What follows belongs to an exercise in optimizing a design on an open flow for small area; a production flow would make more cautious choices.
RTL that was checked went through simulation tests only; none was proved equivalent to the original.

==> flow/design.v (excerpt) <==
module fxd #(
    parameter W  = 32,
    parameter K  = 6,
    parameter EW = 8
) (
    input  wire            clk,
    input  wire            rst,
    input  wire            cmd_valid,
    input  wire [W+6:0]    cmd_word,
    output wire            cmd_ready,
    output wire            busy,
    output wire            done,
    output wire [1:0]      result,
    output wire [7:0]      ocount,
    output wire [EW-1:0]   errcode,
    output wire [16+EW-1:0] status,
    output wire            out_valid,
    output wire [7:0]      out_byte,
    output wire [1:0]      out_seg,
    output wire            out_seg_last,
    output wire            out_end,
    input  wire            snk_ready,
    input  wire            snk_err,
    input  wire [EW-1:0]   snk_code
);
    localparam [2:0] IDLE = 3'd0, RESOLVE = 3'd1, INTDIG = 3'd2, FRACDIG = 3'd3,
                     EMIT_SIGN = 3'd4, EMIT_INT = 3'd5, EMIT_POINT = 3'd6,
                     EMIT_FRAC = 3'd7;
    reg [2:0]    phase;
  ...
clock: 17.0 ns
lec_check: 0
abc_area: 1
cap_margin: 0
core_margin: 2
core_utilization: 40
slew_margin: 0
standard.sh (not shown) runs the stock make flow with config.mk's settings and CLKGATE_MAP_FILE= SYNTH_SCRIPT=/design/flow/synth_recipe.tcl, a recipe that flattens the netlist after the stock synthesis.
==> flow/flow/run.sh <==
#!/bin/bash
set -euo pipefail
here=$(pwd)
rm -rf "$here/scripts_alt"
cp -r "$FLOW_HOME/scripts" "$here/scripts_alt"
cp "$here/flow/abc_area.script" "$here/scripts_alt/abc_area.script"
export SCRIPTS_DIR="$here/scripts_alt"
export BUFFER_PORTS_ARGS="-buffer_cell sky130_fd_sc_hd__buf_1"
export CTS_ARGS="-sink_clustering_enable -repair_clock_nets -dont_use_dummy_load -sink_clustering_size 50 -sink_clustering_max_diameter 300"
bash standard.sh finish > "$here/standard.log" 2>&1
==> flow/flow/abc_area.script <==
strash
&get -n
&deepsyn -T 60
&put
balance
rewrite
refactor
balance
rewrite
rewrite -z
balance
refactor -z
rewrite -z
balance
dch -f
amap
topo
Edit:
--- a/flow/flow/run.sh
+++ b/flow/flow/run.sh
@@ -9,2 +9,3 @@
 export CTS_ARGS="-sink_clustering_enable -repair_clock_nets -dont_use_dummy_load -sink_clustering_size 50 -sink_clustering_max_diameter 300"
+export RECOVER_POWER=100
 bash standard.sh finish > "$here/standard.log" 2>&1
- CAP_MARGIN: 0 -> 20
- SLEW_MARGIN: 0 -> 20
What happened: The changed run completed, yet does not pass: max-capacitance violations, max-slew violations; area after synthesis goes up slightly; sequential share of layout area rose by 1.5 points; core utilization decreases by 3.9 points; clock-buffer cell count stays the same; setup slack gets better by 0.17 ns.
Edit:
==> flow/flow/run.sh (replaced) <==
#!/bin/bash
set -euo pipefail
here=$(pwd)
rm -rf "$here/scripts_alt"
cp -r "$FLOW_HOME/scripts" "$here/scripts_alt"
cp "$here/flow/abc_area.script" "$here/scripts_alt/abc_area.script"
export SCRIPTS_DIR="$here/scripts_alt"
export BUFFER_PORTS_ARGS="-buffer_cell sky130_fd_sc_hd__buf_1"
bash standard.sh finish > "$here/standard.log" 2>&1
Outcome:
- With this change the flow ran to the end with no violations
- area after synthesis is unchanged
- worst setup slack is worse by 0.038 ns
- flip-flop and latch count is unchanged
- critical path depth is unchanged
- clock-buffer cell count is unchanged
Edit:
--- a/flow/flow/run.sh
+++ b/flow/flow/run.sh
@@ -8,2 +8,3 @@
 export BUFFER_PORTS_ARGS="-buffer_cell sky130_fd_sc_hd__buf_1"
+export CTS_ARGS="-sink_clustering_enable -repair_clock_nets -dont_use_dummy_load -root_buf sky130_fd_sc_hd__clkbuf_16 -buf_list sky130_fd_sc_hd__clkbuf_8"
 bash standard.sh finish > "$here/standard.log" 2>&1
Hold slack is about the same.
Setup slack loses 0.13 ns.
Critical path depth is unchanged.
Design area grows by about 4.7%.
Utilization is higher by 3.4 points.
Via count came out higher by 0.87%.
Non-clock buffer count rose by 72.
Clock skew goes up by 0.015 ns.
Edit:
--- a/flow/flow/run.sh
+++ b/flow/flow/run.sh
@@ -8,3 +8,3 @@
 export BUFFER_PORTS_ARGS="-buffer_cell sky130_fd_sc_hd__buf_1"
-export CTS_ARGS="-sink_clustering_enable -repair_clock_nets -dont_use_dummy_load -root_buf sky130_fd_sc_hd__clkbuf_16 -buf_list sky130_fd_sc_hd__clkbuf_8"
+export CTS_ARGS="-sink_clustering_enable -repair_clock_nets -dont_use_dummy_load -buf_list sky130_fd_sc_hd__clkbuf_8"
 bash standard.sh finish > "$here/standard.log" 2>&1
The new run went through all stages and came out clean.
First-iteration DRC count climbs by a quarter to a third.
Sequential share of layout area climbs by 1.6 points.
Maximum frequency climbs slightly.
Final cell count drops by a few percent.
Final area drops by a few percent.
Flip-flop and latch count does not change.


fxd, a different RTL version from the one above (not shown whole).
Size in the first run: about 11000 µm² of cells after synthesis.
## fxd
module fxd #(
    parameter W  = 32,
    parameter K  = 6,
    parameter EW = 8
) (
    input  wire            clk,
    input  wire            rst,
    input  wire            cmd_valid,
    input  wire [W+6:0]    cmd_word,
    output wire            cmd_ready,
    output wire            busy,
    output wire            done,
    output wire [1:0]      result,
    output wire [7:0]      ocount,
    output wire [EW-1:0]   errcode,
    output wire [16+EW-1:0] status,
    output wire            out_valid,
    output wire [7:0]      out_byte,
    output wire [1:0]      out_seg,
    output wire            out_seg_last,
    output wire            out_end,
    input  wire            snk_ready,
    input  wire            snk_err,
    input  wire [EW-1:0]   snk_code
);
Settings: LEC_CHECK=0, ABC_AREA=1, CAP_MARGIN=20, CORE_MARGIN=2, CORE_UTILIZATION=40, SLEW_MARGIN=20; clock period 17.0 ns.
==> flow/flow/run.sh <==
#!/bin/bash
# Standard layout, but the port buffers use the smallest plain buffer cell.
set -euo pipefail
export BUFFER_PORTS_ARGS="-buffer_cell sky130_fd_sc_hd__buf_1"
bash standard.sh finish > standard.log 2>&1
Next try:
==> flow/run.sh (new file) <==
#!/bin/bash
# synth_recipe.tcl (not shown) runs the flow's synth.tcl, then flattens the netlist and writes it again
# the make line also repeats each setting of config.mk as NAME=value (left out here)
make -C /OpenROAD-flow-scripts/flow DESIGN_CONFIG=/design/flow/config.mk WORK_HOME=/design/flow/orfs CLKGATE_MAP_FILE= SYNTH_SCRIPT=/design/flow/synth_recipe.tcl finish
removed: flow/flow/run.sh
removed: flow/standard.sh
What happened: Hold slack is about the same. Via count is lower slightly. Utilization increases by 2.3 points. Synthesized area is unchanged.
No run of this note included a check of the RTL's function; only the layout flow was run.

==> what the ideal ports hide <==
How much do the figures lean on ideal ports? The routed layouts below were timed once more, with nothing changed but the port constraints.
Step 1 assumes that a clkbuf_16 drives the clock port and a buf_2 every other input.
Step 2 times the ports against the registers' clock, not the clock port: input delays grow and output delays shrink by t, the midpoint of the rising clock arrivals with the driver on.
Three values: ideal ports, drivers, drivers and shift; two values: the first two.
run	shift t [ns]	slack for setup (ns)	slew at the worst register clock pin (ns)	worst data-port slew with drivers (ns)	pins driven straight from the clock port
the first run of note 1	0.402	0.323 / 0.275 / 0.677	0.08 / 0.08	0.05	1
the second run of note 1	0.395	0.496 / 0.451 / 0.846	0.08 / 0.08	0.04	1
the third run of note 1	0.399	0.457 / 0.414 / 0.812	0.08 / 0.08	0.04	1
the fourth run of note 1	0.402	0.323 / 0.275 / 0.677	0.08 / 0.08	0.05	1
the fifth run of note 1	0.418	0.504 / 0.462 / 0.881	0.12 / 0.12	0.04	1
the first run of note 2	0.404	0.430 / 0.381 / 0.785	0.08 / 0.08	0.04	1
the second run of note 2	0.401	0.425 / 0.381 / 0.782	0.08 / 0.08	0.04	1
